This design comes from an exercise in tuning for small area on the open sky130 flow, not from production work. Function was checked by simulation only, so behaviour that the tests miss may differ from the original. Power is estimated from default activity; no workload was simulated.

$ cat design/flow/design.v
module dcpu16_core (
    input  wire        clk,
    input  wire        rst,
    output wire        mem_req,
    output wire        mem_we,
    output wire [15:0] mem_addr,
    output wire [15:0] mem_wdata,
    input  wire        mem_ready,
    input  wire [15:0] mem_rdata,
    output wire        halted,
    output wire        fault,
    input  wire [3:0]  dbg_sel,
    output wire [15:0] dbg_data
);
    localparam [5:0]
        S_CLR   = 6'd0,  S_F_U   = 6'd1,  S_FETCH = 6'd2,  S_DEC   = 6'd3,
        S_PCINC = 6'd4,  S_A_P   = 6'd5,  S_A_NW  = 6'd6,  S_A_INC = 6'd7,
        S_A_U   = 6'd8,  S_A_MEM = 6'd9,  S_B_P   = 6'd10, S_B_NW  = 6'd11,
        S_B_INC = 6'd12, S_B_U   = 6'd13, S_SKIPX = 6'd14, S_SPADJ = 6'd15,
        S_A_REG = 6'd16, S_B_VAL = 6'd17,
        S_E_ALU = 6'd20, S_E_AL2 = 6'd21, S_E_IFD = 6'd22,
        S_M_IT  = 6'd23, S_M_FIN = 6'd24,
        S_SHROT = 6'd25, S_SHOUT = 6'd26,
        S_D_AT  = 6'd27, S_D_AW  = 6'd28, S_D_ZC  = 6'd29, S_D_IT  = 6'd30,
        S_D_NGH = 6'd31, S_D_COR = 6'd32, S_D_REM = 6'd33, S_D_ZER = 6'd34,
        S_J_SP  = 6'd36, S_J_WR  = 6'd37, S_J_PC  = 6'd38,
        S_WB    = 6'd40, S_EXW   = 6'd41, S_IJ1   = 6'd42, S_IJ2   = 6'd43,
        S_HALT  = 6'd62, S_FAULT = 6'd63;
    localparam [4:0] OP_SET = 5'h01, OP_ADD = 5'h02, OP_SUB = 5'h03, OP_MUL = 5'h04,
               OP_MLI = 5'h05, OP_DIV = 5'h06, OP_DVI = 5'h07, OP_MOD = 5'h08,
               OP_MDI = 5'h09, OP_AND = 5'h0A, OP_BOR = 5'h0B, OP_XOR = 5'h0C,
               OP_SHR = 5'h0D, OP_ASR = 5'h0E, OP_SHL = 5'h0F,
               OP_ADX = 5'h1A, OP_SBX = 5'h1B, OP_STI = 5'h1E, OP_STD = 5'h1F;
    reg [175:0] rf;           
    reg [15:0]  cyl, cyh;     
    reg [15:0]  ir, T, U, W, V;
    reg [3:0]   ph;           
    reg [5:0]   st;
    reg [4:0]   bc;           
    reg [4:0]   it;           
    reg         skip;
    reg         c;            
    reg         cc, chh;      
    reg         f, f2;        
    reg         c1, c2;       
    reg         na, nb;       
    reg         rs, rp;       
    reg         rv;           
    wire [10:0] hd;
    genvar g;
    generate
        for (g = 0; g < 11; g = g + 1) begin : g_hd
            assign hd[g] = rf[16*g];
        end
    endgenerate
    wire       basic   = ir[4:0] != 5'd0;
    wire [4:0] op      = ir[4:0];
    wire [5:0] ac      = ir[15:10];
    wire [4:0] bcd     = ir[9:5];
    wire       is_halt = !basic && bcd == 5'd0;
    wire       is_jsr  = !basic && bcd == 5'd1;
    wire       legal   = basic ? !(op == 5'h18 || op == 5'h19 || op == 5'h1C || op == 5'h1D) : is_jsr;
    wire       is_cond = basic && op[4:3] == 2'b10;
    wire       is_div  = basic && (op == OP_DIV || op == OP_DVI || op == OP_MOD || op == OP_MDI);
    wire       is_dv   = basic && (op == OP_DIV || op == OP_DVI);
    wire       is_mul  = basic && (op == OP_MUL || op == OP_MLI);
    wire       is_sh   = basic && (op == OP_SHR || op == OP_ASR || op == OP_SHL);
    wire       is_stx  = basic && (op == OP_STI || op == OP_STD);
    wire       is_xbx  = basic && (op == OP_ADX || op == OP_SBX);
    wire       sgn_op  = op[0];    
    wire       wr_ex   = basic && !is_cond &&
                         !(op == OP_SET || op == OP_AND || op == OP_BOR || op == OP_XOR ||
                           op == OP_MOD || op == OP_MDI || is_stx);
    wire a_nw   = ac[5:3] == 3'b010 || ac == 6'h1A || ac == 6'h1E || ac == 6'h1F;
    wire a_mem  = ac[5:4] == 2'b01 && !(ac == 6'h1B || ac == 6'h1C || ac == 6'h1D || ac == 6'h1F)
                  || ac[5:3] == 3'b001;
    wire a_reg  = !a_nw && !a_mem;            
    wire a_pop  = ac == 6'h18;
    wire [3:0] aidx = ac[4] ? (ac[1:0] == 2'b11 ? 4'd9 : ac[1:0] == 2'b00 ? 4'd8 : 4'd10)
                            : {1'b0, ac[2:0]};
    wire b_nw   = basic && (bcd[4:3] == 2'b10 || bcd == 5'h1A || bcd == 5'h1E || bcd == 5'h1F);
    wire b_reg  = bcd[4:3] == 2'b00 || bcd == 5'h1B || bcd == 5'h1C || bcd == 5'h1D;
    wire b_push = basic && bcd == 5'h18;
    wire b_adr  = basic && !b_reg && bcd != 5'h1F;
    wire [3:0] bidx = bcd[4] ? (bcd[1:0] == 2'b11 ? 4'd9 : bcd[1:0] == 2'b00 ? 4'd8 : 4'd10)
                             : {1'b0, bcd[2:0]};
    wire [4:0] lit5 = ac[4:0] - 5'd1;
    reg [2:0] cost;
    always @(*) begin
        if (!basic) cost = 3'd3;
        else case (op)
            OP_SET, OP_AND, OP_BOR, OP_XOR, OP_SHR, OP_ASR, OP_SHL: cost = 3'd1;
            OP_DIV, OP_DVI, OP_MOD, OP_MDI, OP_ADX, OP_SBX: cost = 3'd3;
            default: cost = 3'd2;
        endcase
    end
    wire [2:0] inc = skip ? 3'd1 : cost + {2'b0, a_nw} + {2'b0, b_nw};
    reg [15:0] dm;
    always @(*) begin
        case (dbg_sel)
            4'd0:  dm = rf[0*16 +: 16];
            4'd1:  dm = rf[1*16 +: 16];
            4'd2:  dm = rf[2*16 +: 16];
            4'd3:  dm = rf[3*16 +: 16];
            4'd4:  dm = rf[4*16 +: 16];
            4'd5:  dm = rf[5*16 +: 16];
            4'd6:  dm = rf[6*16 +: 16];
            4'd7:  dm = rf[7*16 +: 16];
            4'd8:  dm = rf[8*16 +: 16];
            4'd9:  dm = rf[9*16 +: 16];
            4'd10: dm = rf[10*16 +: 16];
            4'd11: dm = cyl;
            4'd12: dm = cyh;
            default: dm = 16'd0;
        endcase
    end
    wire [15:0] dr0 = ph[0] ? {dm[14:0],  dm[15]}     : dm;
    wire [15:0] dr1 = ph[1] ? {dr0[13:0], dr0[15:14]} : dr0;
    wire [15:0] dr2 = ph[2] ? {dr1[11:0], dr1[15:12]} : dr1;
    wire [15:0] dr3 = ph[3] ? {dr2[7:0],  dr2[15:8]}  : dr2;
    assign dbg_data  = dr3;
    assign mem_addr  = U;
    assign mem_wdata = W;
    assign halted    = st == S_HALT;
    assign fault     = st == S_FAULT;
    wire mrd = mem_rdata[bc[3:0]];
    reg        act;        
    reg        apass;      
    reg        stream;     
    reg        wr_mem;     
    reg        wen;        
    reg [3:0]  wsel;
    reg        x, y, cinit;
    reg        wdat;
    reg        t_en, u_en, w_en, v_en;
    reg        t_din, u_din, w_din, v_din;
    reg        w0_ld;      
    wire go   = !apass || bc != 5'd0 || ph == 4'd0;
    wire step = act && go && (!stream || rv);
    wire last = (st == S_M_IT) ? bc == 5'd16 : bc == 5'd15;
    wire pend = step && last;
    wire cin  = bc == 5'd0 ? cinit : c;
    wire s    = x ^ y ^ cin;
    wire cout = (x & y) | (x & cin) | (y & cin);
    wire [3:0] shk   = op == OP_SHL ? 4'd0 - T[3:0] : T[3:0];
    wire [4:0] shsum = {1'b0, bc[3:0]} + {1'b0, shk};
    wire       shlp  = op == OP_SHL ? (shsum[4] || shk == 4'd0) : !shsum[4];
    wire       shbig = T[15:5] != 11'd0;
    wire       shfil = op == OP_ASR && nb;
    reg        sh_res, sh_ex;
    always @(*) begin
        if (shbig) begin
            sh_res = shfil; sh_ex = 1'b0;
        end else if (T[4]) begin
            sh_res = shfil; sh_ex = shlp & W[0];
        end else begin
            sh_res = shlp ? W[0] : shfil; sh_ex = !shlp & W[0];
        end
    end
    wire msub = op == OP_MLI && it[3:0] == 4'd15 && T[0];
    wire dsub  = !rs;
    wire nbit  = !it[4] && W[15];
    wire rsn   = V[0] ^ dsub ^ cout;
    wire dng   = sgn_op && (na ^ nb);
    reg  p0, phi;
    always @(*) begin
        case (op)
            OP_ADD:  begin p0 = c1;        phi = 1'b0; end
            OP_SUB:  begin p0 = !c1;       phi = !c1; end
            OP_ADX:  begin p0 = c1 | c2;   phi = 1'b0; end
            default: begin p0 = c1 == c2;  phi = !c1 & !c2; end    
        endcase
    end
    reg ifc;
    always @(*) begin
        case (op[2:0])
            3'd0: ifc = f;             
            3'd1: ifc = !f;            
            3'd2: ifc = !f;            
            3'd3: ifc = f;             
            3'd4: ifc = c1 & f;        
            3'd5: ifc = !f2 & f;       
            3'd6: ifc = !c1;           
            default: ifc = f2;         
        endcase
    end
    always @(*) begin
        act = 1'b1; apass = 1'b0; stream = 1'b0; wr_mem = 1'b0;
        wen = 1'b0; wsel = 4'd0;
        x = 1'b0; y = 1'b0; cinit = 1'b0; wdat = s;
        t_en = 1'b0; u_en = 1'b0; w_en = 1'b0; v_en = 1'b0;
        t_din = T[0]; u_din = U[0]; w_din = W[0]; v_din = V[0];
        w0_ld = 1'b0;
        case (st)
            S_CLR: begin
                wen = 1'b1; wdat = 1'b0;
            end
            S_F_U, S_A_P, S_B_P: begin
                apass = 1'b1; u_en = 1'b1; u_din = hd[8];
            end
            S_FETCH: stream = 1'b1;
            S_DEC:   act = 1'b0;
            S_PCINC, S_A_INC, S_B_INC: begin
                apass = 1'b1; wen = 1'b1; wsel = 4'd8; x = hd[8]; cinit = 1'b1;
            end
            S_A_NW, S_A_MEM: begin
                stream = 1'b1; t_en = 1'b1; t_din = mrd;
            end
            S_A_U: begin
                apass = 1'b1; u_en = 1'b1; u_din = s; t_en = 1'b1;
                x = ac[4:3] == 2'b11 ? (ac[2:0] == 3'd6 ? 1'b0 : hd[9]) : hd[ac[2:0]];
                y = a_nw && T[0];
            end
            S_B_NW: begin
                stream = 1'b1; w_en = 1'b1; w_din = mrd;
            end
            S_B_U: begin
                apass = 1'b1; u_en = 1'b1; u_din = s; w_en = 1'b1;
                x = bcd[4:3] == 2'b11 ? (bcd[2:0] == 3'd6 ? 1'b0 : hd[9]) : hd[bcd[2:0]];
                y = b_nw ? W[0] : bcd == 5'h18;
            end
            S_SKIPX: act = 1'b0;
            S_SPADJ: begin
                apass = 1'b1; wen = 1'b1; wsel = 4'd9;
                x = hd[9]; y = !a_pop; cinit = a_pop;
            end
            S_A_REG: begin
                apass = 1'b1; t_en = 1'b1;
                if (ac[5]) t_din = (bc[3:0] <= 4'd4) ? lit5[bc[2:0]] : ac[4:0] == 5'd0;
                else t_din = hd[aidx];
            end
            S_B_VAL: begin
                w_en = 1'b1; v_en = 1'b1; v_din = 1'b0;
                if (b_reg) begin apass = 1'b1; w_din = hd[bidx]; end
                else begin stream = 1'b1; w_din = mrd; end
            end
            S_E_ALU: begin
                t_en = 1'b1; w_en = 1'b1;
                x = W[0]; y = T[0] ^ (op == OP_SUB || op == OP_SBX || is_cond);
                cinit = op == OP_SUB || op == OP_SBX || is_cond;
                if (!is_cond) case (op)
                    OP_AND: w_din = W[0] & T[0];
                    OP_BOR: w_din = W[0] | T[0];
                    OP_XOR: w_din = W[0] ^ T[0];
                    OP_SET, OP_STI, OP_STD: w_din = T[0];
                    default: w_din = s;
                endcase
            end
            S_E_AL2: begin
                apass = 1'b1; w_en = 1'b1; w_din = s; x = W[0]; y = hd[10];
            end
            S_E_IFD: act = 1'b0;
            S_M_IT: begin
                if (bc == 5'd16) begin
                    v_en = 1'b1; v_din = c; t_en = 1'b1; t_din = V[0];
                end else begin
                    v_en = 1'b1; v_din = s; w_en = 1'b1;
                    x = V[0]; y = T[0] & (W[0] ^ msub); cinit = msub;
                end
            end
            S_M_FIN: begin
                t_en = 1'b1; w_en = 1'b1; w_din = T[0];
            end
            S_SHROT: act = 1'b0;
            S_SHOUT: begin
                w_en = 1'b1; w_din = sh_res; v_en = 1'b1; v_din = sh_ex;
            end
            S_D_AT: begin
                t_en = 1'b1; t_din = s; y = T[0] ^ (sgn_op & na); cinit = sgn_op & na;
            end
            S_D_AW: begin
                w_en = 1'b1; w_din = s; y = W[0] ^ (sgn_op & nb); cinit = sgn_op & nb;
            end
            S_D_ZC: act = 1'b0;
            S_D_IT: begin
                t_en = 1'b1; v_en = 1'b1; v_din = s;
                x = bc == 5'd0 ? nbit : rp; y = T[0] ^ dsub; cinit = dsub;
                if (bc == 5'd15) w0_ld = 1'b1; else w_en = 1'b1;
            end
            S_D_NGH: begin
                w_en = 1'b1; w_din = s; y = W[0] ^ dng; cinit = dng;
            end
            S_D_COR: begin
                t_en = 1'b1; v_en = 1'b1; v_din = s; x = V[0]; y = rs & T[0];
            end
            S_D_REM: begin
                v_en = 1'b1; w_en = 1'b1; w_din = s;
                y = V[0] ^ (sgn_op & nb); cinit = sgn_op & nb;
            end
            S_D_ZER: begin
                w_en = 1'b1; w_din = 1'b0;
            end
            S_J_SP: begin
                apass = 1'b1; wen = 1'b1; wsel = 4'd9; x = hd[9]; y = 1'b1;
                u_en = 1'b1; u_din = s; w_en = 1'b1; w_din = hd[8];
            end
            S_J_WR: begin
                act = 1'b0; wr_mem = 1'b1;
            end
            S_J_PC: begin
                apass = 1'b1; wen = 1'b1; wsel = 4'd8; t_en = 1'b1; wdat = T[0];
            end
            S_WB: begin
                if (b_reg) begin
                    apass = 1'b1; wen = 1'b1; wsel = bidx; w_en = 1'b1; wdat = W[0];
                end else begin
                    act = 1'b0; wr_mem = 1'b1;
                end
            end
            S_EXW: begin
                apass = 1'b1; wen = 1'b1; wsel = 4'd10;
                if (is_mul || is_sh) begin v_en = 1'b1; wdat = V[0]; end
                else if (is_dv) begin w_en = 1'b1; y = W[0] ^ dng; cinit = dng; end
                else wdat = bc == 5'd0 ? p0 : phi;
            end
            S_IJ1, S_IJ2: begin
                apass = 1'b1; wen = 1'b1; wsel = st == S_IJ1 ? 4'd6 : 4'd7;
                x = st == S_IJ1 ? hd[6] : hd[7]; y = op == OP_STD; cinit = op == OP_STI;
            end
            default: act = 1'b0;
        endcase
    end
    reg [17:5] en1;
    always @(*) begin
        en1 = 13'd0;
        en1[S_A_P]   = a_nw && !skip;
        en1[S_A_NW]  = a_nw && !skip;
        en1[S_A_INC] = a_nw;
        en1[S_A_U]   = a_mem && !skip;
        en1[S_A_MEM] = a_mem && !skip;
        en1[S_B_P]   = b_nw && !skip;
        en1[S_B_NW]  = b_nw && !skip && bcd != 5'h1F;
        en1[S_B_INC] = b_nw;
        en1[S_B_U]   = b_adr && !skip;
        en1[S_SKIPX] = skip;
        en1[S_SPADJ] = a_pop ^ b_push;
        en1[S_A_REG] = a_reg;
        en1[S_B_VAL] = basic;
    end
    wire [5:0] disp = !basic ? S_J_SP : is_mul ? S_M_IT : is_sh ? S_SHROT :
                      is_div ? S_D_AT : S_E_ALU;
    reg [5:0] nx1;
    integer n;
    always @(*) begin
        nx1 = disp;
        for (n = 17; n >= 5; n = n - 1)
            if (n > st && en1[n]) nx1 = n[5:0];
    end
    reg [43:40] en2;
    always @(*) begin
        en2[S_WB]  = basic && !is_cond && bcd != 5'h1F;
        en2[S_EXW] = wr_ex;
        en2[S_IJ1] = is_stx;
        en2[S_IJ2] = is_stx;
    end
    reg [5:0] nx2;
    always @(*) begin
        nx2 = S_F_U;
        for (n = 43; n >= 40; n = n - 1)
            if (n > st && en2[n]) nx2 = n[5:0];
    end
    wire awr = wen && (st == S_CLR || step);
    integer k;
    always @(posedge clk) begin
        for (k = 0; k < 11; k = k + 1)
            rf[16*k +: 16] <= {(awr && (st == S_CLR || wsel == k[3:0])) ? wdat : hd[k],
                               rf[16*k+1 +: 15]};
        if (st == S_CLR) begin
            cyl <= {1'b0, cyl[15:1]};
            cyh <= {1'b0, cyh[15:1]};
        end else begin
            cyl <= {(st == S_PCINC && step) ? cyl[0] ^ cyy ^ cyc_in : cyl[0], cyl[15:1]};
            cyh <= {chh ? cyh[0] ^ cc : cyh[0], cyh[15:1]};
        end
        if (st == S_PCINC && step) cc <= (cyl[0] & cyy) | (cyl[0] & cyc_in) | (cyy & cyc_in);
        else if (chh) cc <= cyh[0] & cc;
        if (step && t_en)  T <= {t_din, T[15:1]};
        if (step && u_en)  U <= {u_din, U[15:1]};
        if (step && w_en)  W <= {w_din, W[15:1]};
        if (step && w0_ld) W[0] <= !rsn;
        if (step && v_en)  V <= {v_din, V[15:1]};
        if (st == S_FETCH && step) ir <= {mrd, ir[15:1]};
        if (st == S_SHROT && bc[3:0] != shk) W <= {W[0], W[15:1]};
        if (step) c <= cout;
        if (step && st == S_M_IT && bc == 5'd15) c <= (op == OP_MLI) ? (x ^ y ^ cout) : cout;
        if (step && st == S_D_IT) rp <= V[0];
        if (step && st == S_D_IT && bc == 5'd15) rs <= rsn;
        if (st == S_D_ZC) rs <= 1'b0;
        if (step && st == S_E_ALU) begin
            f <= (bc == 5'd0 ? 1'b0 : f) | (op[2:1] == 2'b00 ? (W[0] & T[0]) : (W[0] ^ T[0]));
            if (bc == 5'd15) begin f2 <= W[0] ^ !T[0] ^ cout; c1 <= cout; end
        end
        if (step && st == S_E_AL2 && bc == 5'd15) c2 <= cout;
        if (st == S_B_VAL) begin
            na <= T[15];
            if (step && bc == 5'd15) nb <= w_din;
        end
        rv <= mem_req && mem_ready && !mem_we && !pend;
        if (rst) begin
            st  <= S_CLR;
            bc  <= 5'd0;
            ph  <= 4'd0;
            rv  <= 1'b0;
            chh <= 1'b0;
        end else begin
            ph <= ph + 4'd1;
            if (st == S_PCINC && pend) chh <= 1'b1;
            else if (ph == 4'd15) chh <= 1'b0;
            if (st == S_SHROT) bc <= bc[3:0] == shk ? 5'd0 : bc + 5'd1;
            else if (pend) bc <= 5'd0;
            else if (step) bc <= bc + 5'd1;
            case (st)
                S_CLR:   if (pend) begin st <= S_F_U; skip <= 1'b0; end
                S_F_U:   if (pend) st <= S_FETCH;
                S_FETCH: if (pend) st <= S_DEC;
                S_DEC: begin
                    it <= 5'd0;
                    st <= is_halt ? S_HALT : !legal ? S_FAULT : S_PCINC;
                end
                S_SKIPX: begin skip <= is_cond; st <= S_F_U; end
                S_E_ALU: if (pend) st <= is_cond ? S_E_IFD : is_xbx ? S_E_AL2 : nx2;
                S_E_IFD: begin if (!ifc) skip <= 1'b1; st <= S_F_U; end
                S_M_IT:  if (pend) begin it <= it + 5'd1; if (it[3:0] == 4'd15) st <= S_M_FIN; end
                S_SHROT: if (bc[3:0] == shk) st <= S_SHOUT;
                S_D_AT:  if (pend) st <= S_D_AW;
                S_D_AW:  if (pend) st <= S_D_ZC;
                S_D_ZC:  st <= T == 16'd0 ? S_D_ZER : S_D_IT;
                S_D_IT:  if (pend) begin
                    it <= it + 5'd1;
                    if (it[3:0] == 4'd15)
                        st <= it[4] ? S_EXW : is_dv ? S_D_NGH : S_D_COR;
                end
                S_D_COR: if (pend) st <= S_D_REM;
                S_J_SP:  if (pend) st <= S_J_WR;
                S_J_WR:  if (mem_ready) st <= S_J_PC;
                S_J_PC:  if (pend) st <= S_F_U;
                S_WB: begin
                    if (b_reg ? pend : mem_ready)
                        st <= (is_dv && it == 5'd16) ? S_D_IT : nx2;
                end
                S_D_NGH: if (pend) st <= en2[S_WB] ? S_WB : S_D_IT;
                S_EXW, S_IJ1, S_IJ2, S_E_AL2, S_M_FIN, S_SHOUT, S_D_REM, S_D_ZER:
                    if (pend) st <= nx2;
                S_HALT:  st <= S_HALT;
                S_FAULT: st <= S_FAULT;
                default: if (pend) st <= nx1;    
            endcase
        end
    end
    wire cyy    = ph[3:2] == 2'b00 && ph[1:0] != 2'd3 && inc[ph[1:0]];
    wire cyc_in = ph != 4'd0 && cc;
    assign mem_req = (stream || wr_mem) && !rst;
    assign mem_we  = wr_mem;
endmodule
$ cat design/flow/run.sh
#!/bin/bash
# synth_recipe.tcl (not shown) runs the flow's synth.tcl, then flattens the netlist and writes it again
# the make line also repeats each setting of config.mk as NAME=value (left out here)
make -C /OpenROAD-flow-scripts/flow DESIGN_CONFIG=/design/flow/config.mk WORK_HOME=/design/flow/orfs CLKGATE_MAP_FILE= SYNTH_SCRIPT=/design/flow/synth_recipe.tcl finish
$ cat design/flow/config.mk
export PLATFORM = sky130hd
export DESIGN_NAME = dcpu16_core
export DESIGN_NICKNAME = dcpu16_core
export VERILOG_FILES = /design/flow/design.v
export SDC_FILE = /design/flow/constraint.sdc
export NUM_CORES = 4
export LEC_CHECK = 0
export ABC_AREA = 1
export CAP_MARGIN = 20
export CORE_MARGIN = 2
export CORE_UTILIZATION = 40
export CTS_BUF_LIST = sky130_fd_sc_hd__clkbuf_4
export SLEW_MARGIN = 20
$ cat design/flow/constraint.sdc
create_clock -name core_clock -period 10.0 [get_ports {clk}]
set_input_delay 2.0000 -clock core_clock [delete_from_list [all_inputs] [get_ports {clk}]]
set_output_delay 2.0000 -clock core_clock [all_outputs]
set_load 0.01 [all_outputs]
==> results of run 1 <==
## kinds of logic after synthesis
group | after synthesis | synth area share
flops | 323 | 0.505
simple gates | 910 | 0.274
compound gates | 284 | 0.116
buf+inv | 252 | 0.0662
fa+ha+maj | 30 | 0.0276
mux | 3 | 0.00205
xor+xnor | 14 | 0.00835
## cell type report
class	instances	area (sq um)	share of cell area
clock inverter	23	160	0.00946
timing repair buffer	81	793	0.0468
inverter	207	783	0.0463
clock buffer	118	886	0.0523
multi-input combinational	1241	6310	0.372
antenna	1	2.50	0.000148
tap	468	586	0.0346
sequential	323	7420	0.438
## worst paths after layout
path              startpoint           to  slack, ns  cells after the start
setup reg to reg       ir[4]      rf[111]       5.15                     17
hold / removal       rf[142]      rf[141]       0.33                      0
hold reg to reg      rf[142]      rf[141]       0.33                      0
setup / recovery  dbg_sel[0]  dbg_data[4]       2.52                     14
## routing by layer
metal,GRT usage,vias up
met2,0.428,549
met3,0.0451,137
met1,0.309,6328
met4,0.155,0
li1,-,6421
met5,0,-
## critical path, cell delays in order
cell	delay [ns]
clkdlybuf4s50_1	0.52
nand2_1	0.07
inv_1	0.39
nand2_1	0.21
inv_1	0.48
nand2_1	0.11
nand4_1	0.20
nor3_1	0.10
o21ai_0	0.41
nand2_1	0.15
nand3_1	0.13
nand3_1	0.09
nand2_1	0.10
clkdlybuf4s50_1	0.53
## placed cells by master (no fill, tap or decap), drive strengths merged, types with 26 or more instances in the layout
master         instances
nor3                  31
o21ai                107
nand2                456
a21oi                 72
nand3                171
clkdlybuf4s50         74
dfxtp                228
ha                    26
clkbuf               118
edfxtp                95
inv                  207
nand4                 35
nor2                 185
## registers in the layout (all words and copies together) (netlist names), 5 cells and up, named ones only
register  cells
cyl          16
cyh          16
rf          176
bc            5
ir           16
st            6
W            16
it            5
T            16
V            16
U            16
## power groups by stage
stage / Clock [mW] / Sequential (mW) / Combinational [mW]
2_1_floorplan: 0 / 1.37 / 0.0622
3_3_place_gp: 0 / 1.38 / 0.101
3_5_place_dp: 0 / 1.38 / 0.103
4_1_cts: 1.17 / 1.35 / 0.104
5_1_grt: 1.23 / 1.35 / 0.114
6_report: 1.13 / 1.35 / 0.103
==> notes.md, run 1 <==
- Status: complete, no violations
- CTS hold repair buffers: 0
- Vias in the first global route: 13200
- Distinct cells, synth: 61
- Worst setup slack after layout: approximately 2.5 ns
- Max_cap viols: 0
- Switching Share: 0.235
- Unrepaired setup endpoints after global routing: false
- Final Non-Filler Cells: 2462
- I/O Buffers: 74
- TNS Setup: 0 ns
- Final Skew: between 0.07 and 0.08 ns
- Mapped Area: 14700 sq um
- Crit path kind: in -> out
- Die area: ~38000 sq um
- Initial antenna violation count: 1
- Post-synth ARST share: 0
- Die Span X: 196 um
- Startpoint types: primary input
- Core Footprint: approximately 36000 sq um
- Initial core utilization: 0.404
- Synth area leader: dfxtp_1
- Sequential area share after synthesis: 0.505
- Final setup vio count: 0
- Post-synth EDFFs: 95
- Final Hold Violating Endpoints: 0
- Hold Slack: 0.327 ns
- Cts repair resizes: 0
- Top routing layer used: met4
- H-tree depth: 3
- Max-slew violation count: 0
- Syn avg cell area: 8.08 sq um
- I/O pin total: 75
- Top cells by count, synth: nand2_1 (444), dfxtp_1 (228), inv_1 (190)
- Post-Route Utilization: 0.466
- Clk pwr share: 0.437
- Pwr Total: approximately 2.6 mW
- Largest net degree at the start of global routing: 25
- DRC viols: 0
- Row count: 70
- CTS Buffer Depth: 3
- Yosys reg bits: 323
- Combinational share of power: 0.040
- Number of DRC markers in iteration 0: 1144
- Drt first pass iters: 5
- Global-route wire length before repair: 74.9 mm
- Syn nets: between 1500 and 2000
- Synth Instances: 1816
- Main synth FF type: dfxtp_1
- Detail Route Antenna Nets: 0
- WP data arrival: 5.48 ns
- Post-Route WL: 48.6 mm
- Vias: 13400
- DR WL met3: 2.88 mm
- CP required: 8.00 ns
- Peak VDD IR: 0.161 mV
- Met2 WL: 22.7 mm
- Nets: roughly 2000
- CTS tree: built
- Dpl cell area: 15900 sq um
- Clk pin slew, worst setup/hold paths: 0.06 ns
- Gp weighted congestion: roughly 1.0
- Top post-synthesis cells by area: dfxtp_1 (31%), edfxtp_1 (19%), nand2_1 (11%)
- Final HPWL DP: between 30 and 40 mm
- Root Buffer: clkbuf_4
- Fmax achieved: 134 MHz
- Max_slew headroom: 0.347
- Setup Buffers After CTS: 0
- # clock sinks: 323
- Cts bufs inserted: 82
- Placed insts: 2320
- Flop pwr share: 0.523
- Critical path fanouts, max: 14
- Post-route cell area: 16900 sq um
- Net Switching: 0.607 mW
- Period utilization: 0.748
- Via density per instance: 5.46
- Int Pwr: 1.98 mW
- Min-delay worst type: reg -> reg
- Area delta synth->final: 15.4%
- GRT Total Usage: 0.256
- Routed met1 length: 20.1 mm
- Power Density: 153 nW/um^2
- Fill cells: roughly 3600
- Setup WS pre-CTS: roughly 2.4 ns
- Wirelength per Cell: 19.7 um
- Remaining Overflow, GRT: 0
- Fraction of final layout cells sized beyond drive strength 1: 0.0973
- CP endpoint kind: output pin
- Die Y: 196 um
- LEAKAGE: approximately 7.3 nW
- Area share of the largest cell type after synthesis: 0.311
- Worst skew pair latency: between 0.7 and 0.8 ns
- Count leader, synth: nand2_1
- Tmin final: 7.48 ns
- Yosys warnings: 1
- Worst slew pin tran: between 0.9 and 1 ns
==> run 2: changes to the inputs <==
--- a/design/flow/config.mk
+++ b/design/flow/config.mk
@@ -9,5 +9,5 @@
 export CAP_MARGIN = 20
 export CORE_MARGIN = 2
 export CORE_UTILIZATION = 40
-export CTS_BUF_LIST = sky130_fd_sc_hd__clkbuf_4
+export CTS_BUF_LIST = sky130_fd_sc_hd__clkbuf_2
 export SLEW_MARGIN = 20
==> notes.md, run 2 <==
- Worst slew pin tran: 0.992 ns (+0.0153 ns)
- Fraction of final layout cells sized beyond drive strength 1: 0.0991 (+0.00181)
- Mapped Area: 14700 sq um (unchanged)
- Critical path fanouts, max: 14 (unchanged)
- Post-Route WL: 48.7 mm (+0.27%)
- Area share of the largest cell type after synthesis: 0.311 (unchanged)
- Synth Instances: 1816 (unchanged)
- CTS tree: built
- CTS hold repair buffers: 0 (unchanged)
- Final Skew: 0.118 ns (+0.0466 ns)
- Syn avg cell area: 8.08 sq um (unchanged)
- Initial antenna violation count: 1 (unchanged)
- Bufs and invs on worst path: 5 (+1)
- Yosys reg bits: 323 (unchanged)
- Post-synth ARST share: 0 (unchanged)
- Startpoint types: primary input
- Crit-path leading delay family: simple AND/OR/NAND/NOR gates
- Worst skew pair latency: 1.01 ns (+0.25 ns)
- Hold Slack: 0.287 ns (-0.0404 ns)
- Number of DRC markers in iteration 0: 1067 (-6.7%)
- Fill cells: 3653 (+1.0%)
- Max_slew headroom: 0.336 (-0.0102)
- Syn nets: 1869 (unchanged)
- Peak VDD IR: 0.120 mV (-26%)
- Fmax achieved: 133 MHz (-0.45%)
- I/O pin total: 75 (unchanged)
- Nets: 1989 (unchanged)
- Vias in the first global route: 13200 (+0.30%)
- GRT Total Usage: 0.257 (+0.000906)
- Final Hold Violating Endpoints: 0 (unchanged)
- Largest stage delay, worst path: 0.68 ns (+0.15 ns)
- Die area: 38200 sq um (unchanged)
- Area of the multi-input gates: 6310 sq um (unchanged)
- LEAKAGE: 7.22 nW (-0.51%)
- Top post-synthesis cells by area: dfxtp_1 (31%), edfxtp_1 (19%), nand2_1 (11%)
- CP required: 8.00 ns (about the same)
- Initial core utilization: 0.404 (unchanged)
- Top cells by count, synth: nand2_1 (444), dfxtp_1 (228), inv_1 (190)
- Setup Buffers After CTS: 0 (unchanged)
- Global-route wire length before repair: 75.1 mm (+0.30%)
- Cts repair resizes: 0 (unchanged)
- Unrepaired setup endpoints after global routing: false
- Pwr Total: 2.38 mW (-8.0%)
- Max-slew violation count: 0 (unchanged)
- Count leader, synth: nand2_1
- Reg with most FFs: rf
- Final HPWL DP: 36.8 mm (unchanged)
- Wirelength per Cell: 19.8 um (+0.10%)
- Status: complete, no violations
- Core Footprint: 36300 sq um (unchanged)
- CP endpoint kind: output pin
- Gp weighted congestion: 1.04 (unchanged)
- Max_cap viols: 0 (unchanged)
- Sequential area share after synthesis: 0.505 (unchanged)
- DRC viols: 0 (unchanged)
- Crit path kind: in -> out
- H-tree depth: 3 (unchanged)
- Area delta synth->final: 13.5%
- Largest net degree at the start of global routing: 25 (unchanged)
- Via density per instance: 5.42 (-0.75%)
- Clk pin slew, worst setup/hold paths: 0.09 ns (+0.03 ns)
- Post-synth EDFFs: 95 (unchanged)
- Most frequent CP cell: nand2_1
- Yosys warnings: 1 (unchanged)
- Row count: 70 (unchanged)
- Distinct cells, synth: 61 (unchanged)
- # clock sinks: 323 (unchanged)
- WP data arrival: 5.52 ns (+0.04 ns)
- Crit-path slowest cell: nor4_1
- Period utilization: 0.752 (+0.00341)
- Die Span X: 196 um (unchanged)
- Root Buffer: clkbuf_2
- Detail Route Antenna Nets: 0 (unchanged)
- CTS Buffer Depth: 3 (unchanged)
- I/O Buffers: 74 (unchanged)
- TNS Setup: 0 ns (unchanged)
- Most frequent cells in the layout: nand2_1 (444), dfxtp_1 (228), inv_1 (190)
- Final setup vio count: 0 (unchanged)
- Die Y: 196 um (unchanged)
- Critical Path, Cell by Cell: clkdlybuf4s50_1 -> inv_1 -> nand2_1 -> inv_1 -> nand2_1 -> inv_1 -> nand2_1 -> nand3_1 -> nor4_1 -> mux2i_1 -> nand2_1 -> nand3_1 -> nand3_1 -> nand2_1 -> clkdlybuf4s50_1
- Reg area: 7420 sq um (unchanged)
- Synth area leader: dfxtp_1
- Main synth FF type: dfxtp_1
- Cts bufs inserted: 82 (unchanged)
- Most common cell after layout, fill and taps aside: nand2_1
- Drt first pass iters: 6 (+1)
- Max reg flops: 176 (unchanged)
- Power Density: 143 nW/um^2 (-6.5%)
- Tmin final: 7.52 ns (+0.0341 ns)
- Flop-to-flop setup slack: 5.16 ns (about the same)
- Min-delay worst type: reg -> reg
- Vias: 13400 (-0.59%)
- Remaining Overflow, GRT: 0 (unchanged)
## run 2: path summary, 6_finish.rpt
| kind | from | end | cells past startpoint |
|---|---|---|---|
| setup / recovery | dbg_sel[3] | dbg_data[13] | 15 |
| hold / removal | rf[132] | rf[131] | 0 |
| setup reg to reg | ir[4] | rf[111] | 17 |
| hold reg to reg | rf[132] | rf[131] | 0 |
## run 2: routing by layer
| metal | GRT usage | share of wire |
|---|---|---|
| met5 | 0 | 0 |
| met4 | 0.159 | 0.063 |
| met3 | 0.0449 | 0.058 |
| met2 | 0.427 | 0.46 |
| met1 | 0.311 | 0.41 |
## run 2: cell type report
type,instances,share of cell area
clock buffers,119,0.0357
repair buffers,81,0.0476
diodes,1,0.000150
flip-flops and latches,323,0.445
clock inverters,26,0.0105
inverters,207,0.0470
multi-input cells,1241,0.379
well taps,468,0.0351
## run 2: power by group
part	total (mW)	internal, mW	leakage (nW)	switching [mW]
sequential	1.35	1.34	2.69	0.0106
combinational	0.103	0.0398	3.95	0.0636
clock	0.922	0.375	0.578	0.547
total	2.38	1.76	7.22	0.621
## run 2: cell families (layout without fill, tap and decap cells)
logic type | after synthesis | in the layout | share of synthesized area
AO/OA/AOI/OAI | 284 | 284 | 0.116
XOR/XNOR | 14 | 14 | 0.00835
adder cells (fa/ha/maj) | 30 | 30 | 0.0276
buffers and inverters | 252 | 433 | 0.0662
flip-flops | 323 | 323 | 0.505
multiplexers | 3 | 3 | 0.00205
other | 0 | 1 | 0
AND/OR/NAND/NOR | 910 | 910 | 0.274
## run 2: metrics by stage
step                       util  setup WS [ns]  cells  cell area [sq um]
final                     0.458           2.48   2466              16700
after global routing      0.458           2.22   2466              16700
after CTS                 0.458           2.39   2465              16600
after detailed placement  0.437           2.40   2320              15900
after global placement    0.437           2.40   2320              15900
after floorplan               -           4.42   1816              14700
==> run 3: changes to the inputs <==
==> design/flow/flow/run.sh (new file) <==
#!/bin/bash
# Standard layout, except that the port buffers are the smallest buffer cell.
# Each tool's full output goes to its own log in this folder (ORFS also keeps
# per-step logs under orfs/logs).
set -euo pipefail
export BUFFER_PORTS_ARGS="-buffer_cell sky130_fd_sc_hd__buf_1"
bash standard.sh > standard.log 2>&1
==> design/flow/standard.sh (new file) <==
#!/bin/bash
# synth_recipe.tcl (not shown) runs the flow's synth.tcl, then flattens the netlist and writes it again
# the make line also repeats each setting of config.mk as NAME=value (left out here)
make -C /OpenROAD-flow-scripts/flow DESIGN_CONFIG=/design/flow/config.mk WORK_HOME=/design/flow/orfs CLKGATE_MAP_FILE= SYNTH_SCRIPT=/design/flow/synth_recipe.tcl "${@:-finish}"
removed: design/flow/run.sh
==> notes.md, run 3 <==
- Status: complete, no violations
- CP Launch Point: dbg_sel[3]
- Unrepaired setup endpoints after global routing: false
- Top post-synthesis cells by area: dfxtp_1 (31%), edfxtp_1 (19%), nand2_1 (11%)
- Post-Route Utilization: 0.445 (-0.0134)
- H-tree depth: 3 (unchanged)
- CP required: 8.00 ns (about the same)
- Met1 usage: 0.309 (-0.00239)
- Synth Instances: 1816 (unchanged)
- Crit-path leading delay family: simple AND/OR/NAND/NOR gates
- Post-synth EDFFs: 95 (unchanged)
- CTS Buffer Depth: 3 (unchanged)
- Vias in the first global route: 13200 (+0.060%)
- Gp weighted congestion: 1.01 (-3.1%)
- Syn nets: 1869 (unchanged)
- Crit path kind: in -> out
- Most common cell after layout, fill and taps aside: nand2_1
- I/O Buffers: 74 (unchanged)
- Hold Slack: 0.323 ns (+0.0362 ns)
- Tmin final: 6.77 ns (-0.746 ns)
- Most frequent CP cell: nand2_1
- Row count: 70 (unchanged)
- Post-synth ARST share: 0 (unchanged)
- Drt first pass iters: 5 (-1)
- Via density per instance: 5.36 (-0.96%)
- Combinational share of power: 0.038 (-0.005)
- Clk pwr share: 0.389 (about the same)
- Min-delay worst type: reg -> reg
- Clk pin slew, worst setup/hold paths: 0.11 ns (+0.02 ns)
- Worst slew pin tran: 1.12 ns (+0.131 ns)
- Critical Path, Cell by Cell: buf_1 -> inv_1 -> nand2_1 -> inv_1 -> nand2_1 -> o22ai_1 -> nor2_1 -> nand2_1 -> nor4_1 -> nand2_1 -> nand3_1 -> nand3_1 -> nand3_1 -> nand2_1 -> buf_1
- Number of DRC markers in iteration 0: 986 (-7.6%)
- Max-slew violation count: 0 (unchanged)
- Main synth FF type: dfxtp_1
- Fmax achieved: 148 MHz (+11%)
- Final Skew: 0.0906 ns (-0.0277 ns)
- Cts repair resizes: 0 (unchanged)
- Largest stage delay, worst path: 0.85 ns (+0.17 ns)
- Pwr Total: 2.36 mW (-0.90%)
- Syn avg cell area: 8.08 sq um (unchanged)
- Final setup vio count: 0 (unchanged)
- Remaining Overflow, GRT: 0 (unchanged)
- Peak VDD IR: 0.0967 mV (-19%)
- Period utilization: 0.677 (-0.0746)
- Cts bufs inserted: 81 (-1.2%)
- Wirelength per Cell: 19.7 um (-0.34%)
- Most Crowded Layer GR: met2
- Die area: 38200 sq um (unchanged)
- Die Y: 196 um (unchanged)
- CP endpoint kind: output pin
- Initial core utilization: 0.404 (unchanged)
- Area share of the largest cell type after synthesis: 0.311 (unchanged)
- Final HPWL DP: 36.8 mm (about the same)
- Fraction of final layout cells sized beyond drive strength 1: 0.0993 (+0.000199)
- FF-to-FF Start: ir[4]
- Vias: 13200 (-1.1%)
- Global-route wire length before repair: 75.4 mm (+0.34%)
- Switching Share: 0.261 (about the same)
- CTS tree: built
- Count leader, synth: nand2_1
- Area delta synth->final: 10.2%
- Die Span X: 196 um (unchanged)
- Flop-to-flop setup slack: 5.07 ns (-0.09 ns)
- Max_cap viols: 0 (unchanged)
- Synth area leader: dfxtp_1
- Worst skew pair latency: 1.00 ns (about the same)
- Yosys warnings: 1 (unchanged)
- Crit path depth: 15 (unchanged)
- Max_slew headroom: 0.244 (-0.0919)
- Startpoint types: primary input
- Int Pwr: 1.74 mW (-0.91%)
- Final Hold Violating Endpoints: 0 (unchanged)
- DRC viols: 0 (unchanged)
- # clock sinks: 323 (unchanged)
- R2R Path End: rf[47]
- GR Util met2: 0.431 (+0.00397)
- Flop pwr share: 0.574 (+0.005)
- Core Footprint: 36300 sq um (unchanged)
- Top cells by count, synth: nand2_1 (444), dfxtp_1 (228), inv_1 (190)
- Critical path fanouts, max: 13 (-1)
- Detail Route Antenna Nets: 0 (unchanged)
- Mapped Area: 14700 sq um (unchanged)
- Reg with most FFs: rf
- Initial antenna violation count: 1 (unchanged)
- Distinct cells, synth: 61 (unchanged)
- Max reg flops: 176 (unchanged)
- LEAKAGE: 7.02 nW (-2.8%)
- I/O pin total: 75 (unchanged)
- Most frequent cells in the layout: nand2_1 (444), dfxtp_1 (228), inv_1 (190)
- Setup Buffers After CTS: 0 (unchanged)
- Worst r2r path cells: 19 (+2)
- Yosys reg bits: 323 (unchanged)
- CTS hold repair buffers: 0 (unchanged)
- Power Density: 146 nW/um^2 (+2.1%)
- GR Util met3: 0.0468 (+0.00190)
- Net Switching: 0.616 mW (-0.85%)
- Root Buffer: clkbuf_2
- Crit-path slowest cell: nor4_1
- Nets: 1988 (-0.050%)
- Post-Route WL: 48.5 mm (-0.46%)
- TNS Setup: 0 ns (unchanged)
- Bufs and invs on worst path: 4 (-1)
- Largest net degree at the start of global routing: 25 (unchanged)
- Critical Path Sink: dbg_data[4]
- WP data arrival: 4.77 ns (-0.75 ns)
- GRT Total Usage: 0.258 (+0.00127)
- Sequential area share after synthesis: 0.505 (unchanged)
[run 3: cell types whose count changed in the layout (fill, tap and decap cells not counted), sizes merged]
cell and delta:
diode +1, inv +1, clkinv -5, clkdlybuf4s50 -74
buf +74
[run 3: final cells by class]
cell class | instances | area (sq um)
fill | 3681 | 20200
sequential | 323 | 7420
multi-input combinational | 1241 | 6300
inverter | 207 | 783
clock buffer | 119 | 596
tap | 468 | 586
timing repair buffer | 81 | 330
clock inverter | 22 | 158
antenna | 2 | 5.00
[run 3: cell families after synthesis]
family	synth area share
AOI/OAI and AO/OA	0.116
buffers and inverters	0.0662
adders and majority gates	0.0276
and+or+nand+nor	0.274
DFF	0.505
muxes	0.00205
xor gates and xnor gates	0.00835
[run 3: through the flow]
| step | setup WS [ns] | area [sq um] | std cells |
|---|---|---|---|
| after floorplan | 4.42 | 14700 | 1816 |
| after global placement | 3.16 | 15400 | 2320 |
| after detailed placement | 3.09 | 15400 | 2320 |
| after CTS | 3.08 | 16200 | 2461 |
| after global routing | 3.02 | 16200 | 2463 |
| final | 3.23 | 16200 | 2463 |
[run 3: power by group through the flow]
stage	Clock [mW]	Combinational [mW]	Sequential (mW)
after floorplan	0	0.0622	1.37
after global placement	0	0.0870	1.38
after detailed placement	0	0.0879	1.38
after CTS	0.944	0.0886	1.35
after global routing	1.01	0.0994	1.35
final	0.915	0.0888	1.35
[run 3: worst min-delay path by stage]
stage | end | startpoint | slack [ns] | cells past startpoint
finish | rf[61] | rf[62] | 0.32 | 0
global route | rf[61] | rf[62] | 0.31 | 0
CTS | rf[61] | rf[62] | 0.32 | 0
detailed placement | rf[64] | rf[65] | 0.34 | 0
global placement | rf[1] | rf[2] | 0.33 | 0
floorplan | rf[10] | rf[11] | 0.33 | 0
[run 3: routing by layer]
layer  vias up  share of wire
li1       6407              -
met1      6156           0.41
met2       488           0.47
met3       161          0.056
met4         0          0.064
met5         -              0
==> run 4: changes to the inputs <==
--- a/design/flow/config.mk
+++ b/design/flow/config.mk
@@ -9,5 +9,5 @@
 export CAP_MARGIN = 20
 export CORE_MARGIN = 2
 export CORE_UTILIZATION = 40
-export CTS_BUF_LIST = sky130_fd_sc_hd__clkbuf_2
+export CTS_BUF_LIST = sky130_fd_sc_hd__clkbuf_1 sky130_fd_sc_hd__clkbuf_2 sky130_fd_sc_hd__clkbuf_4 sky130_fd_sc_hd__clkbuf_8
 export SLEW_MARGIN = 20
==> notes.md, run 4 <==
- I/O pin total: 75 (unchanged)
- Worst skew pair latency: 0.63 ns (-0.37 ns)
- Max-slew violation count: 0 (unchanged)
- Initial core utilization: 0.404 (unchanged)
- Final Skew: 0.0512 ns (-0.0394 ns)
- WP data arrival: 4.77 ns (about the same)
- Main synth FF type: dfxtp_1
- Distinct cells, synth: 61 (unchanged)
- Most common cell after layout, fill and taps aside: nand2_1
- Int Pwr: 2.04 mW (+17%)
- Drt first pass iters: 5 (unchanged)
- GR Util met3: 0.0459 (-0.000864)
- Startpoint types: primary input
- Largest stage delay, worst path: 0.86 ns (about the same)
- Synth area leader: dfxtp_1
- R2R Path End: rf[111]
- Syn nets: 1869 (unchanged)
- CP required: 8.00 ns (about the same)
- Mapped Area: 14700 sq um (unchanged)
- Setup Buffers After CTS: 0 (unchanged)
- Yosys reg bits: 323 (unchanged)
- Status: complete, no violations
- Number of DRC markers in iteration 0: 934 (-5.3%)
- Nets: 1959 (-1.5%)
- Critical Path, Cell by Cell: buf_1 -> inv_1 -> nand2_1 -> inv_1 -> nand2_1 -> o22ai_1 -> nor2_1 -> nand2_1 -> nor4_1 -> nand2_1 -> nand3_1 -> nand3_1 -> nand3_1 -> nand2_1 -> buf_1
- Crit path kind: in -> out
- CTS hold repair buffers: 0 (unchanged)
- Post-synth ARST share: 0 (unchanged)
- Worst r2r path cells: 17 (-2)
- CTS Buffer Depth: 3 (unchanged)
- Final setup vio count: 0 (unchanged)
- CTS tree: built
- Worst slew pin tran: 1.14 ns (+0.0120 ns)
- Most Crowded Layer GR: met2
- GRT Total Usage: 0.255 (-0.00298)
- Most frequent cells in the layout: nand2_1 (444), dfxtp_1 (228), inv_1 (190)
- DRC viols: 0 (unchanged)
- Area share of the largest cell type after synthesis: 0.311 (unchanged)
- Clk pwr share: 0.454 (+0.065)
- H-tree depth: 2 (-1)
- Via density per instance: 5.42 (+0.98%)
- Max_cap viols: 0 (unchanged)
- Critical Path Sink: dbg_data[4]
- Root Buffer: clkbuf_8
- Period utilization: 0.677 (about the same)
- Worst setup slack after layout: 3.23 ns (+0.00550 ns)
- Largest net degree at the start of global routing: 25 (unchanged)
- Fmax achieved: 148 MHz (about the same)
- Count leader, synth: nand2_1
- Top cells by count, synth: nand2_1 (444), dfxtp_1 (228), inv_1 (190)
- Setup WS pre-CTS: 3.09 ns (unchanged)
- Vias: 13100 (-0.99%)
- Gp weighted congestion: 1.01 (unchanged)
- Final HPWL DP: 36.8 mm (unchanged)
- Peak VDD IR: 0.130 mV (+35%)
- Synth Instances: 1816 (unchanged)
- Post-Route WL: 48.5 mm (about the same)
- GR Util met2: 0.429 (-0.00132)
- Core Footprint: 36300 sq um (unchanged)
- Final Hold Violating Endpoints: 0 (unchanged)
- CP Launch Point: dbg_sel[3]
- Area delta synth->final: 12.7%
- Initial antenna violation count: 0 (-1)
- Detail Route Antenna Nets: 0 (unchanged)
- Global-route wire length before repair: 74.8 mm (-0.80%)
- Wirelength per Cell: 20.1 um (+1.9%)
- Unrepaired setup endpoints after global routing: false
- Syn avg cell area: 8.08 sq um (unchanged)
- Vias in the first global route: 13000 (-1.6%)
- I/O Buffers: 74 (unchanged)
- Fraction of final layout cells sized beyond drive strength 1: 0.0745 (-0.0249)
- Min-delay worst type: reg -> reg
- Post-synth EDFFs: 95 (unchanged)
- Critical path fanouts, max: 13 (unchanged)
- Sequential area share after synthesis: 0.505 (unchanged)
- Cts repair resizes: 0 (unchanged)
- Max reg flops: 176 (unchanged)
- Yosys warnings: 1 (unchanged)
- Fill cells: 3588 (-2.5%)
- Die area: 38200 sq um (unchanged)
- Row count: 70 (unchanged)
- Power Density: 160 nW/um^2 (+9.6%)
- Tmin final: 6.77 ns (-0.00550 ns)
- Met1 usage: 0.309 (+0.000500)
- FF-to-FF Start: ir[4]
- Ant. Diodes: 0 (-2)
- # clock sinks: 323 (unchanged)
- Combinational share of power: 0.034 (-0.004)
- Max_slew headroom: 0.236 (-0.00809)
- CP endpoint kind: output pin
- Crit-path slowest cell: nor4_1
- Cts bufs inserted: 52 (-36%)
- Die Span X: 196 um (unchanged)
- Clk pin slew, worst setup/hold paths: 0.06 ns (-0.05 ns)
- Flop-to-flop setup slack: 5.07 ns (about the same)
- Die Y: 196 um (unchanged)
- LEAKAGE: 7.01 nW (about the same)
- TNS Setup: 0 ns (unchanged)
- Net Switching: 0.601 mW (-2.4%)
- Most frequent CP cell: nand2_1
- Reg with most FFs: rf
- Switching Share: 0.227 (-0.0339)
- Top post-synthesis cells by area: dfxtp_1 (31%), edfxtp_1 (19%), nand2_1 (11%)
- Remaining Overflow, GRT: 0 (unchanged)
- Flop pwr share: 0.513 (-0.061)
[run 4: logic make-up after synthesis]
logic type                 Yosys count  synth area share
and+or+nand+nor                    910             0.274
DFF                                323             0.505
AOI/OAI and AO/OA                  284             0.116
buffers and inverters              252            0.0662
adders and majority gates           30            0.0276
xor gates and xnor gates            14           0.00835
muxes                                3           0.00205
[run 4: worst min-delay path by stage]
stage | start | to | slack (ns) | cells past startpoint
after floorplan | rf[11] | rf[10] | 0.33 | 0
after global placement | rf[2] | rf[1] | 0.33 | 0
after detailed placement | rf[65] | rf[64] | 0.34 | 0
after CTS | cyh[1] | cyh[0] | 0.34 | 0
after global routing | rf[5] | rf[4] | 0.35 | 0
final | cyh[1] | cyh[0] | 0.34 | 0
[run 4: metrics by stage]
step	instance area [sq um]	power (mW)	hold WS, ns	std cells	utilization
global route	16500	2.73	0.349	2415	0.455
floorplan	14700	1.44	0.331	1816	-
CTS	16500	2.67	0.340	2415	0.455
global placement	15400	1.47	0.334	2320	0.424
finish	16500	2.64	0.340	2415	0.455
detailed placement	15400	1.47	0.335	2320	0.424
[run 4: worst max-delay path: cells and delay by family]
family | cells | cell delay [ns]
AND/OR/NAND/NOR | 10 | 2.10
buffers and inverters | 4 | 0.53
AO/OA/AOI/OAI | 1 | 0.13
[run 4: layer usage]
layer  routed length (um)  part of all wire
met5                    0                 0
met4                 2860             0.059
met3                 3070             0.063
met2                22400              0.46
met1                20100              0.41
[run 4: cell type report]
type                            instances  area [sq um]  share of cell area
Clock buffer                           89          1030              0.0626
Clock inverter                          6          77.6             0.00469
Inverter                              207           783              0.0474
Multi-Input combinational cell       1241          6310               0.381
Sequential cell                       323          7420               0.449
Tap cell                              468           586              0.0354
Timing Repair Buffer                   81           330              0.0200
[run 4: power by group through the flow]
stage	Sequential (mW)	Clock (mW)	Combinational, mW
floorplan	1.37	0	0.0622
global placement	1.38	0	0.0870
detailed placement	1.38	0	0.0879
CTS	1.35	1.22	0.0885
global route	1.35	1.28	0.0994
finish	1.35	1.20	0.0888
==> run 5: changes to the inputs <==
==> design/flow/flow/run.sh (replaced) <==
#!/bin/bash
# Standard layout, except that the port buffers are the smallest buffer cell.
# The clock tree settings come from config.mk (CTS_BUF_LIST, CTS_CLUSTER_SIZE,
# CTS_CLUSTER_DIAMETER). The make output goes to standard.log here; ORFS also
# keeps per-step logs under orfs/logs.
set -euo pipefail
export BUFFER_PORTS_ARGS="-buffer_cell sky130_fd_sc_hd__buf_1"
bash standard.sh > standard.log 2>&1
--- a/design/flow/config.mk
+++ b/design/flow/config.mk
@@ -9,5 +9,7 @@
 export CAP_MARGIN = 20
 export CORE_MARGIN = 2
 export CORE_UTILIZATION = 40
-export CTS_BUF_LIST = sky130_fd_sc_hd__clkbuf_1 sky130_fd_sc_hd__clkbuf_2 sky130_fd_sc_hd__clkbuf_4 sky130_fd_sc_hd__clkbuf_8
+export CTS_BUF_LIST = sky130_fd_sc_hd__clkbuf_4
+export CTS_CLUSTER_DIAMETER = 50
+export CTS_CLUSTER_SIZE = 10
 export SLEW_MARGIN = 20
==> notes.md, run 5 <==
- Max-slew violation count: 0 (unchanged)
- Core Footprint: 36300 sq um (unchanged)
- Remaining Overflow, GRT: 0 (unchanged)
- Detail Route Antenna Nets: 0 (unchanged)
- # clock sinks: 323 (unchanged)
- Count leader, synth: nand2_1
- Tmin final: 6.80 ns (+0.0372 ns)
- Setup Buffers After CTS: 0 (unchanged)
- Bufs and invs on worst path: 4 (unchanged)
- Gp weighted congestion: 1.01 (unchanged)
- Net Switching: 0.536 mW (-11%)
- Mapped Area: 14700 sq um (unchanged)
- Clk pin slew, worst setup/hold paths: 0.11 ns (+0.05 ns)
- Area share of the largest cell type after synthesis: 0.311 (unchanged)
- WP data arrival: 4.80 ns (+0.03 ns)
- Worst skew pair latency: 0.75 ns (+0.12 ns)
- Crit path kind: in -> out
- Crit-path leading delay family: simple AND/OR/NAND/NOR gates
- Vias in the first global route: 12800 (-1.5%)
- Largest net degree at the start of global routing: 25 (unchanged)
- Initial antenna violation count: 1 (+1)
- Die area: 38200 sq um (unchanged)
- Status: complete, no violations
- Distinct cells, synth: 61 (unchanged)
- Area delta synth->final: 8.40%
- Cts repair resizes: 0 (unchanged)
- Critical Path, Cell by Cell: buf_1 -> inv_1 -> nand2_1 -> inv_1 -> nand2_1 -> o22ai_1 -> nor2_1 -> nand2_1 -> nor4_1 -> nand2_1 -> nand3_1 -> nand3_1 -> nand3_1 -> nand2_1 -> buf_1
- Switching Share: 0.246 (+0.0189)
- Flop pwr share: 0.621 (+0.108)
- Combinational share of power: 0.041 (+0.007)
- Clk pwr share: 0.338 (-0.116)
- Global-route wire length before repair: 74.2 mm (-0.78%)
- Fraction of final layout cells sized beyond drive strength 1: 0.0694 (-0.00506)
- Post-Route WL: 48.1 mm (-0.66%)
- Final HPWL DP: 36.8 mm (unchanged)
- Max reg flops: 176 (unchanged)
- Most frequent CP cell: nand2_1
- Unrepaired setup endpoints after global routing: false
- Final Skew: 0.0442 ns (-0.00700 ns)
- Final Hold Violating Endpoints: 0 (unchanged)
- CTS hold repair buffers: 0 (unchanged)
- Syn avg cell area: 8.08 sq um (unchanged)
- Synth Instances: 1816 (unchanged)
- H-tree depth: 2 (unchanged)
- Die Y: 196 um (unchanged)
- Pwr Total: 2.18 mW (-18%)
- Yosys reg bits: 323 (unchanged)
- Power Density: 137 nW/um^2 (-14%)
- Worst setup slack after layout: 3.20 ns (-0.0372 ns)
- Cts bufs inserted: 42 (-19%)
- Largest stage delay, worst path: 0.86 ns (about the same)
- Wirelength per Cell: 20.2 um (+0.59%)
- Post-synth ARST share: 0 (unchanged)
- CTS tree: built
- CTS Buffer Depth: 3 (unchanged)
- Root Buffer: clkbuf_4
- Sequential area share after synthesis: 0.505 (unchanged)
- Worst slew pin tran: 1.14 ns (+0.00328 ns)
- Startpoint types: primary input
- Max_cap viols: 0 (unchanged)
- Final setup vio count: 0 (unchanged)
- Reg with most FFs: rf
- Number of DRC markers in iteration 0: 968 (+3.6%)
- Int Pwr: 1.64 mW (-20%)
- Syn nets: 1869 (unchanged)
- GRT Total Usage: 0.254 (-0.00161)
- Post-Route Utilization: 0.438 (-0.0172)
- Most frequent cells in the layout: nand2_1 (444), dfxtp_1 (228), inv_1 (190)
- Most common cell after layout, fill and taps aside: nand2_1
- Synth area leader: dfxtp_1
- CP required: 8.00 ns (about the same)
- Post-synth EDFFs: 95 (unchanged)
- Min-delay worst type: reg -> reg
- Yosys warnings: 1 (unchanged)
- Initial core utilization: 0.404 (unchanged)
- Fmax achieved: 147 MHz (-0.55%)
- CP endpoint kind: output pin
- DRC viols: 0 (unchanged)
- Peak VDD IR: 0.110 mV (-15%)
- Via density per instance: 5.43 (+0.30%)
- I/O Buffers: 74 (unchanged)
- Nets: 1949 (-0.51%)
- Period utilization: 0.680 (+0.00372)
- TNS Setup: 0 ns (unchanged)
- Main synth FF type: dfxtp_1
- Critical path fanouts, max: 13 (unchanged)
- Top post-synthesis cells by area: dfxtp_1 (31%), edfxtp_1 (19%), nand2_1 (11%)
- LEAKAGE: 6.73 nW (-4.0%)
- Vias: 13000 (-0.95%)
- Die Span X: 196 um (unchanged)
- I/O pin total: 75 (unchanged)
- Crit-path slowest cell: nor4_1
- Top cells by count, synth: nand2_1 (444), dfxtp_1 (228), inv_1 (190)
- Max_slew headroom: 0.234 (-0.00221)
- Setup WS pre-CTS: 3.09 ns (unchanged)
- Drt first pass iters: 8 (+3)
- Row count: 70 (unchanged)
[run 5: kinds of logic after synthesis]
family | count (synthesis) | synth area share
simple gates | 910 | 0.274
flops | 323 | 0.505
compound gates | 284 | 0.116
buf+inv | 252 | 0.0662
fa+ha+maj | 30 | 0.0276
xor+xnor | 14 | 0.00835
mux | 3 | 0.00205
[run 5: area by class of cell]
type	instances	area (sq um)
tap	468	586
sequential	323	7420
fill	3665	20400
clock inverter	13	109
antenna	1	2.50
inverter	207	783
timing repair buffer	81	330
clock buffer	51	383
multi-input combinational	1241	6300
[run 5: power by group through the flow]
stage                     clock network [mW]  registers, mW  logic, mW
after floorplan                            0           1.37     0.0622
after global placement                     0           1.38     0.0870
after detailed placement                   0           1.38     0.0879
after CTS                              0.756           1.35     0.0886
after global routing                   0.804           1.35     0.0995
final                                  0.736           1.35     0.0890
[run 5: worst paths after layout]
check | from | endpoint | slack [ns] | depth (start not counted)
setup / recovery | dbg_sel[3] | dbg_data[4] | 3.20 | 15
hold / removal | rf[81] | rf[80] | 0.34 | 0
setup reg to reg | ir[4] | rf[47] | 5.08 | 19
hold reg to reg | rf[81] | rf[80] | 0.34 | 0
[run 5: per-stage QoR]
step                hold slack (ns)  instance area, sq um  std cells
finish                        0.338                 15900       2385
detailed placement            0.335                 15400       2320
global placement              0.334                 15400       2320
floorplan                     0.331                 14700       1816
CTS                           0.312                 15900       2384
global route                  0.329                 15900       2385
[run 5: layer usage]
layer / vias to the layer above / track usage / part of all wire
li1: 6280 / - / -
met1: 6094 / 0.309 / 0.42
met2: 454 / 0.428 / 0.47
met3: 129 / 0.0411 / 0.055
met4: 0 / 0.143 / 0.059
met5: - / 0 / 0
==> run 6: changes to the inputs <==
--- a/design/flow/config.mk
+++ b/design/flow/config.mk
@@ -12,4 +12,5 @@
 export CTS_BUF_LIST = sky130_fd_sc_hd__clkbuf_4
 export CTS_CLUSTER_DIAMETER = 50
 export CTS_CLUSTER_SIZE = 10
+export PLACE_DENSITY = 0.75
 export SLEW_MARGIN = 20
==> notes.md, run 6 <==
- Final setup vio count: 0 (unchanged)
- Root Buffer: clkbuf_4
- Distinct cells, synth: 61 (unchanged)
- Status: complete, no violations
- Max_slew headroom: 0.239 (+0.00523)
- Ant. Diodes: 0 (-1)
- Reg area: 7420 sq um (unchanged)
- Die Span X: 196 um (unchanged)
- Tmin final: 6.77 ns (-0.0321 ns)
- Reg with most FFs: rf
- Final Hold Violating Endpoints: 0 (unchanged)
- Period utilization: 0.677 (-0.00321)
- Met2 WL: 21.7 mm (-3.6%)
- Synth area leader: dfxtp_1
- Peak VDD IR: 0.154 mV (+40%)
- Xor and xnor area share after synthesis: 0.00835 (unchanged)
- CTS tree: built
- Area share of the largest cell type after synthesis: 0.311 (unchanged)
- I/O pin total: 75 (unchanged)
- Top post-synthesis cells by area: dfxtp_1 (31%), edfxtp_1 (19%), nand2_1 (11%)
- Post-synth ARST share: 0 (unchanged)
- Max reg flops: 176 (unchanged)
- Detail Route Antenna Nets: 0 (unchanged)
- LEAKAGE: 6.70 nW (-0.48%)
- GRT Total Usage: 0.248 (-0.00612)
- Clk pin slew, worst setup/hold paths: 0.10 ns (about the same)
- Die Y: 196 um (unchanged)
- Fraction of final layout cells sized beyond drive strength 1: 0.0655 (-0.00390)
- Die area: 38200 sq um (unchanged)
- Min-delay worst type: reg -> reg
- CP required: 8.00 ns (about the same)
- Compound-Gate Fraction of Synth Area: 0.116 (unchanged)
- Final Skew: 0.0627 ns (+0.0185 ns)
- Setup WS pre-CTS: 3.25 ns (+0.153 ns)
- I/O Buffers: 74 (unchanged)
- Unrepaired setup endpoints after global routing: false
- Startpoint types: primary input
- Yosys reg bits: 323 (unchanged)
- Max-slew violation count: 0 (unchanged)
- Setup Buffers After CTS: 0 (unchanged)
- Final HPWL DP: 36.2 mm (-1.5%)
- CTS Buffer Depth: 3 (unchanged)
- Critical Path Sink: dbg_data[11]
- Post-Route WL: 47.3 mm (-1.7%)
- Synth Instances: 1816 (unchanged)
- Power Density: 135 nW/um^2 (-1.5%)
- Post-synth EDFFs: 95 (unchanged)
- Largest net degree at the start of global routing: 25 (unchanged)
- H-tree depth: 2 (unchanged)
- Core Footprint: 36300 sq um (unchanged)
- Most common cell after layout, fill and taps aside: nand2_1
- Critical path fanouts, max: 14 (+1)
- Top routing layer used: met5
- Row count: 70 (unchanged)
- Via density per instance: 5.55 (+2.2%)
- Cts bufs inserted: 39 (-7.1%)
- Area delta synth->final: 7.96%
- Fmax achieved: 148 MHz (+0.47%)
- Mux contribution to synthesized area: 0.00205 (unchanged)
- Initial antenna violation count: 1 (unchanged)
- Max_cap viols: 0 (unchanged)
- Count leader, synth: nand2_1
- Yosys warnings: 1 (unchanged)
- Initial core utilization: 0.404 (unchanged)
- Final Non-Filler Cells: 2376 (-0.38%)
- Number of DRC markers in iteration 0: 1187 (+23%)
- Fill cells: 3607 (-1.6%)
- Placed insts: 2319 (-0.043%)
- Worst r2r path cells: 19 (unchanged)
- Main synth FF type: dfxtp_1
- Worst slew pin tran: 1.14 ns (-0.00155 ns)
- Vias: 13200 (+1.9%)
- CP Launch Point: dbg_sel[3]
- Post-Synth Simple-Gate Area: 0.274 (unchanged)
- R2R Path End: rf[63]
- Top cells by count, synth: nand2_1 (444), dfxtp_1 (228), inv_1 (190)
- Global-route wire length before repair: 73.8 mm (-0.58%)
- WP data arrival: 4.77 ns (-0.03 ns)
- CTS hold repair buffers: 0 (unchanged)
- Syn avg cell area: 8.08 sq um (unchanged)
- DRC viols: 0 (unchanged)
- Gp weighted congestion: 1.01 (+0.21%)
- Flop-to-flop setup slack: 5.01 ns (-0.07 ns)
- DR WL met3: 3.28 mm (+23%)
- Worst skew pair latency: 0.74 ns (about the same)
- Area of the multi-input gates: 6290 sq um (about the same)
- Nets: 1945 (-0.21%)
- Mapped Area: 14700 sq um (unchanged)
- Post-Synth Adder-Cell Area: 0.0276 (unchanged)
- Remaining Overflow, GRT: 0 (unchanged)
- Post-route cell area: 15800 sq um (-0.40%)
- Routed met1 length: 19.4 mm (-3.7%)
- Cts repair resizes: 0 (unchanged)
- Drt first pass iters: 7 (-1)
- FF-to-FF Start: ir[4]
- Sequential area share after synthesis: 0.505 (unchanged)
- # clock sinks: 323 (unchanged)
- TNS Setup: 0 ns (unchanged)
- Dpl cell area: 15400 sq um (about the same)
- Crit path kind: in -> out
- Vias in the first global route: 13200 (+3.1%)
- Largest family of logic cells by synthesized area: simple AND/OR/NAND/NOR gates
- Worst setup slack after layout: 3.23 ns (+0.0321 ns)
- CP endpoint kind: output pin
- Wirelength per Cell: 19.9 um (-1.3%)
- Most frequent cells in the layout: nand2_1 (444), dfxtp_1 (228), inv_1 (190)
- Syn nets: 1869 (unchanged)
==> run 6: per-stage QoR <==
stage	utilization	total power [mW]	hold slack (ns)
6_report	0.436	2.14	0.310
5_1_grt	0.436	2.21	0.312
4_1_cts	0.436	2.15	0.291
3_5_place_dp	0.424	1.47	0.335
3_3_place_gp	0.424	1.47	0.334
2_1_floorplan	-	1.44	0.331
==> run 6: metal layers <==
| layer | global-route usage | vias up |
|---|---|---|
| met1 | 0.302 | 6187 |
| met2 | 0.414 | 575 |
| li1 | - | 6273 |
| met5 | 0 | - |
| met4 | 0.135 | 2 |
| met3 | 0.0473 | 161 |
==> run 6: where the power goes <==
group / total, mW / switching, mW / leakage (nW) / internal [mW]
logic: 0.0906 / 0.0640 / 3.75 / 0.0265
registers: 1.35 / 0.0107 / 2.69 / 1.34
clock network: 0.694 / 0.435 / 0.261 / 0.259
==> run 6: worst min path at each step <==
stage	depth (start not counted)	to	slack, ns	startpoint
3_5_place_dp	0	cyh[6]	0.34	cyh[7]
2_1_floorplan	0	rf[10]	0.33	rf[11]
4_1_cts	0	rf[27]	0.29	rf[28]
6_report	0	rf[114]	0.31	rf[115]
3_3_place_gp	0	rf[116]	0.33	rf[117]
5_1_grt	0	rf[27]	0.31	rf[28]
==> run 6: final cells by class <==
type	count	area share
Multi-Input combinational cell	1241	0.397
Sequential cell	323	0.468
Clock buffer	50	0.0237
Timing Repair Buffer	80	0.0204
Inverter	207	0.0494
Tap cell	468	0.0370
Clock inverter	7	0.00419
==> run 6: worst max-delay path, cell delays in order <==
cell	delay (ns)
buf_1	0.11
inv_1	0.06
nand2_1	0.07
inv_1	0.18
nand2_1	0.18
inv_1	0.27
nand2_1	0.15
nand3_1	0.10
nor4_1	0.70
mux2i_1	0.28
nand2_1	0.16
nand3_1	0.13
nand3_1	0.16
nand2_1	0.07
buf_1	0.12
==> run 6: kinds of logic after synthesis <==
family                     after synthesis
AOI/OAI and AO/OA                      284
xor gates and xnor gates                14
adders and majority gates               30
buffers and inverters                  252
DFF                                    323
muxes                                    3
and+or+nand+nor                        910

afterwards: timing with drivers on the ports:
The flow's constraints put no driver on any port. The routed layouts listed below were extracted and timed again, unchanged, in two steps. Step 1: set_driving_cell puts a clkbuf_16 on clk and a buf_2 on each other input, an assumption about the parent block. Step 2 also shifts input and output timing later by t, the mid clock arrival at the registers, as if the neighbouring blocks saw the same clock. Three values: no drivers, after step 1, after step 2; two values: the first two.
run	t (ns)	slack for setup (ns)	clock arrival spread, ns	worst slew at a driven data input, ns	cell pins on the clock port's net
run 1	0.766	2.517 / 2.490 / 2.490	0.072 / 0.072	0.05	1
run 2	0.996	2.483 / 2.458 / 2.458	0.118 / 0.119	0.05	1
run 3	0.994	3.229 / 3.189 / 3.189	0.091 / 0.091	0.05	1
run 4	0.657	3.235 / 3.194 / 3.194	0.051 / 0.051	0.05	1
run 5	0.782	3.198 / 3.157 / 3.157	0.047 / 0.047	0.05	1
run 6	0.750	3.230 / 3.175 / 3.175	0.069 / 0.069	0.05	1
After both steps setup and hold are still met in every run listed. For run 6, which loses most, drivers alone change the setup slack by -0.055 ns; drivers and shift together by -0.055 ns.
